Source: an optimization exercise on an open RTL-to-GDS flow (aim: small area, a short achievable clock period and few clock cycles per item). Production flows keep margins and buffers that such runs may drop.
At most, simulation tests tie the RTL to the original design; equivalence was not proved.

==> inputs of run a <==
==> flow/design.v <==
module swar_conv (
    input  wire         clk,
    input  wire         rst,
    input  wire         cmd_valid,
    output wire         cmd_ready,
    input  wire [31:0]  cmd,
    input  wire [63:0]  a,
    input  wire [63:0]  b,
    input  wire [7:0]   c,
    input  wire [167:0] sin,
    output reg          done,
    output reg          err,
    output wire [63:0]  res,
    output reg  [167:0] sout
);
    localparam [7:0] OP_HASZERO = 8'h01, OP_HASBYTE = 8'h02, OP_MEMCHR8 = 8'h03,
                     OP_TRIM8   = 8'h04,
                     OP_ATOU4   = 8'h10, OP_ATOU8   = 8'h11, OP_ATOU    = 8'h12,
                     OP_ATOI    = 8'h13, OP_HTOU8   = 8'h14, OP_HTOU    = 8'h15,
                     OP_UTOA2P  = 8'h20, OP_UTOAP   = 8'h21, OP_ITOA8   = 8'h22,
                     OP_ITOA    = 8'h23;
    integer i, k, t;
    wire [7:0] opc  = cmd[7:0];
    wire       in_p = cmd[8];
    wire       in_e = cmd[9];
    wire       in_r = cmd[10];
    wire       in_k = cmd[11];
    wire [4:0] in_n = cmd[20:16];
    reg known;
    always @* begin
        case (opc)
            OP_HASZERO, OP_HASBYTE, OP_MEMCHR8, OP_TRIM8,
            OP_ATOU4, OP_ATOU8, OP_ATOU, OP_ATOI, OP_HTOU8, OP_HTOU,
            OP_UTOA2P, OP_UTOAP, OP_ITOA8, OP_ITOA: known = 1'b1;
            default: known = 1'b0;
        endcase
    end
    wire legal = known
              && (cmd[15:12] == 4'd0) && (cmd[31:21] == 11'd0)
              && (!in_p || opc == OP_MEMCHR8 || opc == OP_TRIM8)
              && (!in_e || opc == OP_MEMCHR8 || opc == OP_TRIM8)
              && (!in_r || opc == OP_MEMCHR8)
              && !in_k
              && ((opc == OP_UTOAP) ? (in_n >= 5'd1 && in_n <= 5'd20)
                                    : (in_n == 5'd0));
    wire multi  = cmd[4] | (cmd[5] & (cmd[1] | cmd[0]));
    wire is_fmt = cmd[5];                
    wire is_hex = cmd[2];                
    reg        busy;     
    reg        last;     
    reg        first;    
    reg        fin;      
    reg        fmt_q;    
    reg        hex_q;    
    reg        neg_q;    
    reg        utoap_q;  
    reg  [4:0] n_q;
    reg        out_fmt;  
    reg        out_s;    
    reg  [4:0] ls_q;     
    assign cmd_ready = busy ? last : (!multi && !fin);
    wire accept = cmd_valid && cmd_ready;
    wire start  = !busy && cmd_valid && multi;
    reg [7:0]  zlane, mlane;
    reg [2:0]  first_pos, last_pos;
    reg [63:0] keep_mask;
    reg [63:0] word_res;
    reg [7:0]  d2;           
    always @* begin
        for (i = 0; i < 8; i = i + 1) begin
            zlane[i] = (a[8*i +: 8] == 8'h00);
            mlane[i] = (a[8*i +: 8] == c);
        end
        first_pos = 3'd0;
        for (i = 7; i >= 0; i = i - 1)
            if (mlane[i]) first_pos = i[2:0];
        last_pos = 3'd0;
        for (i = 0; i < 8; i = i + 1)
            if (mlane[i]) last_pos = i[2:0];
        keep_mask = 64'd0;
        for (i = 0; i < 8; i = i + 1)
            keep_mask[8*i +: 8] = (i == 0) ? {8{!mlane[0]}}
                                           : keep_mask[8*(i-1) +: 8] & {8{!mlane[i]}};
        d2 = 8'd0;
        for (i = 6; i >= 0; i = i - 1) begin
            if (d2[3:0] >= 4'd5) d2[3:0] = d2[3:0] + 4'd3;
            if (d2[7:4] >= 4'd5) d2[7:4] = d2[7:4] + 4'd3;
            d2 = {d2[6:0], a[i]};
        end
        case (opc)
            OP_HASZERO: word_res = {63'd0, |zlane};
            OP_HASBYTE: word_res = {63'd0, |mlane};
            OP_MEMCHR8:
                if (mlane == 8'd0) word_res = 64'h0000_0000_FFFF_FFFF;
                else               word_res = {61'd0, in_r ? last_pos : first_pos};
            OP_TRIM8:   word_res = a & keep_mask;
            default:    word_res = {48'd0, 4'h3, d2[3:0], 4'h3, d2[7:4]};    
        endcase
    end
    wire [4:0] len   = b[4:0];
    wire       sgn   = (opc == OP_ATOI) && (len != 5'd0)
                    && (sin[7:0] == 8'h2B || sin[7:0] == 8'h2D);
    wire [4:0] ndig  = len - {4'd0, sgn};
    reg  [3:0] ei_q, oi_q;
    reg  [7:0] ebyte, obyte;
    always @* begin
        ebyte = 8'd0;
        for (i = 0; i < 11; i = i + 1)
            if (ei_q == i) ebyte = sin[16*i +: 8];
        obyte = 8'd0;
        for (i = 0; i < 10; i = i + 1)
            if (oi_q == i) obyte = sin[16*i + 8 +: 8];
    end
    wire [7:0] hi0_b = (len[0] && sgn) ? sin[15:8] : sin[7:0];
    wire [7:0] lo0_b = len[0] ? (sgn ? sin[23:16] : sin[7:0]) : sin[15:8];
    wire       mhi0  = (ndig == 5'd0) || ndig[0];
    wire       mlo0  = (ndig == 5'd0);
    wire [7:0] hi_b  = busy ? (len[0] ? obyte : ebyte) : hi0_b;
    wire [7:0] lo_b  = busy ? (len[0] ? ebyte : obyte) : lo0_b;
    wire [3:0] hi_v  = hi_b[3:0] + (hi_b[6] ? 4'd9 : 4'd0);
    wire [3:0] lo_v  = lo_b[3:0] + (lo_b[6] ? 4'd9 : 4'd0);
    wire [7:0] pfetch = {(!busy && mhi0) ? 4'd0 : hi_v, (!busy && mlo0) ? 4'd0 : lo_v};
    wire [3:0] elast = len[4:1] - {3'd0, !len[0]};
    wire [3:0] e0    = {3'd0, len[0] & sgn};
    wire       plast = busy ? (ei_q == elast) : ((ndig <= 5'd2) || (e0 == elast));
    wire       fneg = cmd[1] && b[63];       
    reg  [7:0] bz, bf, cy, tnz, top;
    reg  [7:0] ftop, fsel;
    reg        cytop, cysel;
    always @* begin
        for (i = 0; i < 8; i = i + 1) begin
            bz[i] = (b[8*i +: 8] == 8'h00);
            bf[i] = (b[8*i +: 8] == 8'hFF);
        end
        cy[0] = 1'b1;
        for (i = 1; i < 8; i = i + 1)
            cy[i] = cy[i-1] & bz[i-1];
        for (i = 0; i < 8; i = i + 1)
            tnz[i] = fneg ? !bf[i] : !bz[i];
        for (i = 0; i < 8; i = i + 1)
            top[i] = (i == 0 || tnz[i]) && ((tnz >> (i + 1)) == 8'd0);
        ftop = 8'd0; cytop = 1'b0;
        fsel = 8'd0; cysel = 1'b0;
        for (i = 0; i < 8; i = i + 1) begin
            ftop  = ftop  | ({8{top[i]}} & b[8*i +: 8]);
            cytop = cytop | (top[i] & cy[i]);
            fsel  = fsel  | ({8{fi_q[i]}} & b[8*i +: 8]);
            cysel = cysel | (fi_q[i] & cy[i]);
        end
    end
    reg  [7:0] fi_q;     
    wire [7:0] ffetch = (busy ? fsel : ftop) ^ {8{neg_sel}};
    wire       neg_sel = busy ? neg_q : fneg;
    wire       fcy    = neg_sel & (busy ? cysel : cytop);
    wire       fovf   = fcy & (busy ? 1'b0 : (ftop == 8'h00));    
    wire       flast  = busy ? fi_q[0] : top[0];
    reg  [7:0]  fb;      
    reg         fb_cy;   
    reg         fb_ovf;  
    reg  [63:0] acc;     
    reg  [79:0] bcd;     
    wire [6:0]  pq   = {fb[7:4], 3'b000} + {2'd0, fb[7:4], 1'b0} + {3'd0, fb[3:0]};
    wire [63:0] dsum = {acc[57:0], 6'd0} + {acc[58:0], 5'd0} + {acc[61:0], 1'b0, neg_q}
                     + {{57{neg_q}}, pq ^ {7{neg_q}}};
    wire [63:0] hsum = {acc[55:0], fb};
    function [4:0] dstep;
        input [3:0] d;
        input       cin;
        begin
            dstep[4] = d[3] | (d[2] & (d[1] | d[0]));
            dstep[3] = (d[2] & ~d[1] & ~d[0]) | (d[3] & d[0]);
            dstep[2] = (d[1] & ~d[2]) | (d[1] & d[0]) | (d[3] & ~d[0]);
            dstep[1] = (d[0] & ~d[2] & ~d[3]) | (d[2] & d[1] & ~d[0]) | (d[3] & ~d[0]);
            dstep[0] = cin;
        end
    endfunction
    wire [7:0] fbyte = fb + {7'd0, fb_cy};
    reg [79:0] dd;
    reg        dcy;
    reg [4:0]  dso;
    always @* begin
        dd = first ? {79'd0, fb_ovf} : bcd;
        for (t = 7; t >= 0; t = t - 1) begin
            dcy = fbyte[t];
            for (k = 0; k < 20; k = k + 1) begin
                dso = dstep(dd[4*k +: 4], dcy);
                dd[4*k +: 4] = dso[3:0];
                dcy = dso[4];
            end
        end
    end
    reg  [4:0] nd;           
    always @* begin
        nd = 5'd1;
        for (k = 1; k < 20; k = k + 1)
            if (bcd[4*k +: 4] != 4'd0) nd = k[4:0] + 5'd1;
    end
    wire [4:0]  ls  = (utoap_q ? n_q : nd) + {4'd0, neg_q};
    wire [4:0]  sh  = 5'd20 - ls;
    reg  [79:0] rev;
    always @* begin
        for (k = 0; k < 20; k = k + 1)
            rev[4*k +: 4] = bcd[4*(19-k) +: 4];
    end
    wire [79:0] aligned = rev >> {sh, 2'b00};
    always @(posedge clk) begin
        done <= fin;
        fin  <= 1'b0;
        if (rst) begin
            busy <= 1'b0;
            last <= 1'b0;
            done <= 1'b0;
        end else begin
            if (accept) begin
                err <= !legal;
                if (busy && fmt_q && legal) fin <= 1'b1;
                else                        done <= 1'b1;
            end
            if (fin) begin
                bcd     <= aligned;
                ls_q    <= ls;
                out_s   <= neg_q;
                out_fmt <= 1'b1;
            end
            if (!busy) begin
                if (accept) begin
                    acc     <= word_res;
                    out_fmt <= 1'b0;
                    end
                if (start) begin
                    busy    <= 1'b1;
                    first   <= 1'b1;
                    fmt_q   <= is_fmt;
                    hex_q   <= is_hex;
                    utoap_q <= !cmd[1];
                    n_q     <= in_n;
                    neg_q   <= is_fmt ? fneg : (sgn && sin[2]);
                    acc     <= 64'd0;
                    fb      <= is_fmt ? ffetch : pfetch;
                    fb_cy   <= fcy;
                    fb_ovf  <= fovf;
                    ei_q    <= e0 + 4'd1;
                    oi_q    <= e0 + 4'd1 - {3'd0, len[0]};
                    fi_q    <= top >> 1;
                    last    <= !legal || (is_fmt ? flast : plast);
                end
            end else begin
                first <= 1'b0;
                if (fmt_q)      bcd <= dd;
                else if (hex_q) acc <= hsum;
                else            acc <= dsum;
                if (accept) out_fmt <= 1'b0;
                if (last) begin
                    busy <= 1'b0;
                    last <= 1'b0;
                end else begin
                    fb    <= fmt_q ? ffetch : pfetch;
                    fb_cy <= fcy;
                    ei_q  <= ei_q + 4'd1;
                    oi_q  <= oi_q + 4'd1;
                    fi_q  <= fi_q >> 1;
                    last  <= fmt_q ? flast : plast;
                end
            end
        end
    end
    always @* begin
        for (k = 0; k < 20; k = k + 1)
            sout[8*k +: 8] = (k == 0 && out_s) ? 8'h2D
                           : {2'b00, {2{k < ls_q}}, bcd[4*k +: 4]};
        sout[167:160] = 8'h00;
    end
    assign res = {acc[63:5], out_fmt ? ls_q : acc[4:0]};
endmodule
==> flow/run.sh <==
#!/bin/bash
# synth_recipe.tcl (not shown) runs the flow's synth.tcl, then flattens the netlist and writes it again
# the make line also repeats each setting of config.mk as NAME=value (left out here)
make -C /OpenROAD-flow-scripts/flow DESIGN_CONFIG=/design/flow/config.mk WORK_HOME=/design/flow/orfs CLKGATE_MAP_FILE= SYNTH_SCRIPT=/design/flow/synth_recipe.tcl finish
==> flow/config.mk <==
export PLATFORM = sky130hd
export DESIGN_NAME = swar_conv
export DESIGN_NICKNAME = swar_conv
export VERILOG_FILES = /design/flow/design.v
export SDC_FILE = /design/flow/constraint.sdc
export NUM_CORES = 4
export LEC_CHECK = 0
export ABC_AREA = 1
export CAP_MARGIN = 20
export CORE_MARGIN = 2
export CORE_UTILIZATION = 40
export SETUP_SLACK_MARGIN = 4
export SLEW_MARGIN = 20
==> flow/constraint.sdc <==
create_clock -name core_clock -period 8.0 [get_ports {clk}]
set_input_delay 1.6000 -clock core_clock [delete_from_list [all_inputs] [get_ports {clk}]]
set_output_delay 1.6000 -clock core_clock [all_outputs]
set_load 0.01 [all_outputs]
==> run b (differences from run a) <==
--- a/flow/design.v
+++ b/flow/design.v
@@ -19,7 +19,6 @@
                      OP_ATOI    = 8'h13, OP_HTOU8   = 8'h14, OP_HTOU    = 8'h15,
                      OP_UTOA2P  = 8'h20, OP_UTOAP   = 8'h21, OP_ITOA8   = 8'h22,
                      OP_ITOA    = 8'h23;
-    integer i, k, t;
     wire [7:0] opc  = cmd[7:0];
     wire       in_p = cmd[8];
     wire       in_e = cmd[9];
@@ -43,18 +42,18 @@
               && !in_k
               && ((opc == OP_UTOAP) ? (in_n >= 5'd1 && in_n <= 5'd20)
                                     : (in_n == 5'd0));
-    wire multi  = cmd[4] | (cmd[5] & (cmd[1] | cmd[0]));
+    wire multi = cmd[4] | (cmd[5] & (cmd[1] | cmd[0]));
     wire is_fmt = cmd[5];                
     wire is_hex = cmd[2];                
-    reg        busy;     
-    reg        last;     
+    reg  busy;       
+    reg  last;       
+    reg  fmt_q;      
+    reg  neg_q;      
+    reg  utoap_q;    
+    reg  hex_q;
+    reg  [4:0] n_q;
     reg        first;    
     reg        fin;      
-    reg        fmt_q;    
-    reg        hex_q;    
-    reg        neg_q;    
-    reg        utoap_q;  
-    reg  [4:0] n_q;
     reg        out_fmt;  
     reg        out_s;    
     reg  [4:0] ls_q;     
@@ -66,6 +65,7 @@
     reg [63:0] keep_mask;
     reg [63:0] word_res;
     reg [7:0]  d2;           
+    integer    i;
     always @* begin
         for (i = 0; i < 8; i = i + 1) begin
             zlane[i] = (a[8*i +: 8] == 8'h00);
@@ -101,68 +101,58 @@
     wire       sgn   = (opc == OP_ATOI) && (len != 5'd0)
                     && (sin[7:0] == 8'h2B || sin[7:0] == 8'h2D);
     wire [4:0] ndig  = len - {4'd0, sgn};
-    reg  [3:0] ei_q, oi_q;
+    reg  [3:0] ei_q;
+    wire [3:0] ei0   = {3'd0, len[0] & sgn};
+    wire [3:0] ei    = busy ? ei_q : ei0;
+    wire [3:0] oi    = ei - {3'd0, len[0]};
     reg  [7:0] ebyte, obyte;
+    integer    q;
     always @* begin
         ebyte = 8'd0;
-        for (i = 0; i < 11; i = i + 1)
-            if (ei_q == i) ebyte = sin[16*i +: 8];
+        for (q = 0; q < 11; q = q + 1)
+            if (ei == q) ebyte = sin[16*q +: 8];
         obyte = 8'd0;
-        for (i = 0; i < 10; i = i + 1)
-            if (oi_q == i) obyte = sin[16*i + 8 +: 8];
-    end
-    wire [7:0] hi0_b = (len[0] && sgn) ? sin[15:8] : sin[7:0];
-    wire [7:0] lo0_b = len[0] ? (sgn ? sin[23:16] : sin[7:0]) : sin[15:8];
-    wire       mhi0  = (ndig == 5'd0) || ndig[0];
-    wire       mlo0  = (ndig == 5'd0);
-    wire [7:0] hi_b  = busy ? (len[0] ? obyte : ebyte) : hi0_b;
-    wire [7:0] lo_b  = busy ? (len[0] ? ebyte : obyte) : lo0_b;
-    wire [3:0] hi_v  = hi_b[3:0] + (hi_b[6] ? 4'd9 : 4'd0);
-    wire [3:0] lo_v  = lo_b[3:0] + (lo_b[6] ? 4'd9 : 4'd0);
-    wire [7:0] pfetch = {(!busy && mhi0) ? 4'd0 : hi_v, (!busy && mlo0) ? 4'd0 : lo_v};
-    wire [3:0] elast = len[4:1] - {3'd0, !len[0]};
-    wire [3:0] e0    = {3'd0, len[0] & sgn};
-    wire       plast = busy ? (ei_q == elast) : ((ndig <= 5'd2) || (e0 == elast));
+        for (q = 0; q < 10; q = q + 1)
+            if (oi == q) obyte = sin[16*q + 8 +: 8];
+    end
+    wire [7:0] hi_b = len[0] ? obyte : ebyte;
+    wire [7:0] lo_b = len[0] ? ebyte : obyte;
+    wire [3:0] hi_v = hi_b[3:0] + (hi_b[6] ? 4'd9 : 4'd0);
+    wire [3:0] lo_v = lo_b[3:0] + (lo_b[6] ? 4'd9 : 4'd0);
+    wire       nzero = (ndig == 5'd0);
+    wire       mhi   = nzero || (!busy && ndig[0]);
+    wire [7:0] pfetch = {mhi ? 4'd0 : hi_v, nzero ? 4'd0 : lo_v};
+    wire       plast = nzero || (ei == len[4:1] - {3'd0, !len[0]});
     wire       fneg = cmd[1] && b[63];       
-    reg  [7:0] bz, bf, cy, tnz, top;
-    reg  [7:0] ftop, fsel;
-    reg        cytop, cysel;
+    reg  [7:0] bz, bf, cy, nzb;
+    reg  [2:0] j0;
     always @* begin
         for (i = 0; i < 8; i = i + 1) begin
             bz[i] = (b[8*i +: 8] == 8'h00);
             bf[i] = (b[8*i +: 8] == 8'hFF);
         end
-        cy[0] = 1'b1;
+        cy[0] = 1'b1;                        
         for (i = 1; i < 8; i = i + 1)
             cy[i] = cy[i-1] & bz[i-1];
         for (i = 0; i < 8; i = i + 1)
-            tnz[i] = fneg ? !bf[i] : !bz[i];
-        for (i = 0; i < 8; i = i + 1)
-            top[i] = (i == 0 || tnz[i]) && ((tnz >> (i + 1)) == 8'd0);
-        ftop = 8'd0; cytop = 1'b0;
-        fsel = 8'd0; cysel = 1'b0;
-        for (i = 0; i < 8; i = i + 1) begin
-            ftop  = ftop  | ({8{top[i]}} & b[8*i +: 8]);
-            cytop = cytop | (top[i] & cy[i]);
-            fsel  = fsel  | ({8{fi_q[i]}} & b[8*i +: 8]);
-            cysel = cysel | (fi_q[i] & cy[i]);
-        end
-    end
-    reg  [7:0] fi_q;     
-    wire [7:0] ffetch = (busy ? fsel : ftop) ^ {8{neg_sel}};
-    wire       neg_sel = busy ? neg_q : fneg;
-    wire       fcy    = neg_sel & (busy ? cysel : cytop);
-    wire       fovf   = fcy & (busy ? 1'b0 : (ftop == 8'h00));    
-    wire       flast  = busy ? fi_q[0] : top[0];
-    reg  [7:0]  fb;      
-    reg         fb_cy;   
-    reg         fb_ovf;  
+            nzb[i] = fneg ? !((bz[i] & cy[i]) | (bf[i] & !cy[i])) : !bz[i];
+        j0 = 3'd0;
+        for (i = 1; i < 8; i = i + 1)
+            if (nzb[i]) j0 = i[2:0];
+    end
+    reg  [2:0] fi_q;
+    wire [2:0] fi   = busy ? fi_q : j0;
+    wire [7:0] fsel = b[8*fi +: 8];
+    wire       fcy  = cy[fi];
+    wire [7:0] ffetch = fneg ? (~fsel + {7'd0, fcy}) : fsel;
+    wire       flast = (fi == 3'd0);
+    reg  [7:0] fb;       
     reg  [63:0] acc;     
     reg  [79:0] bcd;     
-    wire [6:0]  pq   = {fb[7:4], 3'b000} + {2'd0, fb[7:4], 1'b0} + {3'd0, fb[3:0]};
-    wire [63:0] dsum = {acc[57:0], 6'd0} + {acc[58:0], 5'd0} + {acc[61:0], 1'b0, neg_q}
-                     + {{57{neg_q}}, pq ^ {7{neg_q}}};
-    wire [63:0] hsum = {acc[55:0], fb};
+    wire [6:0]  pval = {3'd0, fb[7:4]} * 7'd10 + {3'd0, fb[3:0]};
+    wire [63:0] dsum = (acc << 6) + (acc << 5) + (acc << 2)
+                     + (neg_q ? (64'd0 - {57'd0, pval}) : {57'd0, pval});
+    wire [63:0] acc_next = hex_q ? {acc[55:0], fb} : dsum;
     function [4:0] dstep;
         input [3:0] d;
         input       cin;
@@ -174,14 +164,14 @@
             dstep[0] = cin;
         end
     endfunction
-    wire [7:0] fbyte = fb + {7'd0, fb_cy};
     reg [79:0] dd;
     reg        dcy;
     reg [4:0]  dso;
-    always @* begin
-        dd = first ? {79'd0, fb_ovf} : bcd;
+    integer    k, t;
+    always @* begin
+        dd = first ? 80'd0 : bcd;
         for (t = 7; t >= 0; t = t - 1) begin
-            dcy = fbyte[t];
+            dcy = fb[t];
             for (k = 0; k < 20; k = k + 1) begin
                 dso = dstep(dd[4*k +: 4], dcy);
                 dd[4*k +: 4] = dso[3:0];
@@ -226,40 +216,34 @@
                 if (accept) begin
                     acc     <= word_res;
                     out_fmt <= 1'b0;
-                    end
+                end
                 if (start) begin
                     busy    <= 1'b1;
                     first   <= 1'b1;
+                    acc     <= 64'd0;
                     fmt_q   <= is_fmt;
                     hex_q   <= is_hex;
                     utoap_q <= !cmd[1];
                     n_q     <= in_n;
                     neg_q   <= is_fmt ? fneg : (sgn && sin[2]);
-                    acc     <= 64'd0;
                     fb      <= is_fmt ? ffetch : pfetch;
-                    fb_cy   <= fcy;
-                    fb_ovf  <= fovf;
-                    ei_q    <= e0 + 4'd1;
-                    oi_q    <= e0 + 4'd1 - {3'd0, len[0]};
-                    fi_q    <= top >> 1;
+                    ei_q    <= ei0 + 4'd1;
+                    fi_q    <= j0 - 3'd1;
                     last    <= !legal || (is_fmt ? flast : plast);
                 end
             end else begin
                 first <= 1'b0;
-                if (fmt_q)      bcd <= dd;
-                else if (hex_q) acc <= hsum;
-                else            acc <= dsum;
+                if (fmt_q) bcd <= dd;
+                else       acc <= acc_next;
                 if (accept) out_fmt <= 1'b0;
                 if (last) begin
                     busy <= 1'b0;
                     last <= 1'b0;
                 end else begin
-                    fb    <= fmt_q ? ffetch : pfetch;
-                    fb_cy <= fcy;
-                    ei_q  <= ei_q + 4'd1;
-                    oi_q  <= oi_q + 4'd1;
-                    fi_q  <= fi_q >> 1;
-                    last  <= fmt_q ? flast : plast;
+                    fb   <= fmt_q ? ffetch : pfetch;
+                    ei_q <= ei_q + 4'd1;
+                    fi_q <= fi_q - 3'd1;
+                    last <= fmt_q ? flast : plast;
                 end
             end
         end
--- a/flow/config.mk
+++ b/flow/config.mk
@@ -9,5 +9,5 @@
 export CAP_MARGIN = 20
 export CORE_MARGIN = 2
 export CORE_UTILIZATION = 40
-export SETUP_SLACK_MARGIN = 4
+export SETUP_SLACK_MARGIN = 3
 export SLEW_MARGIN = 20
==> flow_metrics.tcl <==
set metrics [dict create \
    area_growth_pct 35.9 \
    vias 51300 \
    wl_met3_um 19100 \
    grt_use_total_pct 33.8 \
    cpMostUsedCell "nand2_1" \
    outcome "complete, no violations" \
    buffer_area_share_pct 16.9 \
    synthCells 7174 \
    synth_seq_area_share_pct 14.1 \
    cp_cell_sequence "nor2_1, nand2_1, nor2_2, nor2_1, o21ai_1, a21oi_2, o31ai_4, a21oi_2, o21ai_1, nand2_1, ha_4, buf_12, o21ai_0, inv_1, o21ai_1, inv_1, nor2_2, nand2_1, o21ai_2, nand2_2, nand2_1, nand2_1, inv_1" \
    finalCriticalPeriod_ns 5.16 \
    finalWirelength_um 190000 \
]
The numbers above come from run a.

==> flow_metrics.tcl <==
set metrics [dict create \
    reg2regPathDepth 23 \
    hold_path_end "busy" \
    finalWirelength_um 169000 \
    wl_met3_um 13900 \
    buffer_area_share_pct 14.5 \
    area_growth_pct 26.7 \
    cp_cell_sequence "ha_1, ha_2, fa_2, nand3_2, xor2_2, a41oi_4, buf_12, buf_8, buf_8, fa_1, ha_4, buf_4, nand2_4, nor2_4, inv_1, nor4_4, a21oi_4, nor3_1, o21ai_0, inv_1, o21ai_0, o211ai_1, nand2_1" \
    grt_use_total_pct 31.9 \
    finalCriticalPeriod_ns 5.57 \
    synthCells 6952 \
    outcome "complete, no violations" \
    synth_seq_area_share_pct 13.8 \
]
The numbers above come from run b.

Testbench counts of run b, summed over its fixed seeds: cycles 10,067, commands 2,400.
For run a, only the layout was checked, not whether the RTL still works.

==> re-timing with driven ports <==
The flow's constraints put no driver on any port. The routed layouts listed below were extracted and timed again, unchanged, in two steps. Step 1: set_driving_cell puts a clkbuf_16 on clk and a buf_2 on each other input, an assumption about the parent block. Step 2 times the ports against the registers' clock, not the clock port: input delays grow and output delays shrink by t, the midpoint of the rising clock arrivals with the driver on. a / b / c = ideal ports / drivers / drivers and shift; a / b = the first two.
run	t, ns	slack for setup (ns)	latest minus earliest clock arrival (ns)	worst register clock-pin slew, ns
run a	0.592	2.838 / 2.838 / 2.726	0.024 / 0.024	0.10 / 0.10
run b	0.601	2.429 / 2.429 / 2.429	0.017 / 0.017	0.09 / 0.09
After both steps every run listed still meets setup and hold. For run a, which loses most, drivers alone change the setup slack by 0.000 ns; drivers and shift together by -0.112 ns.
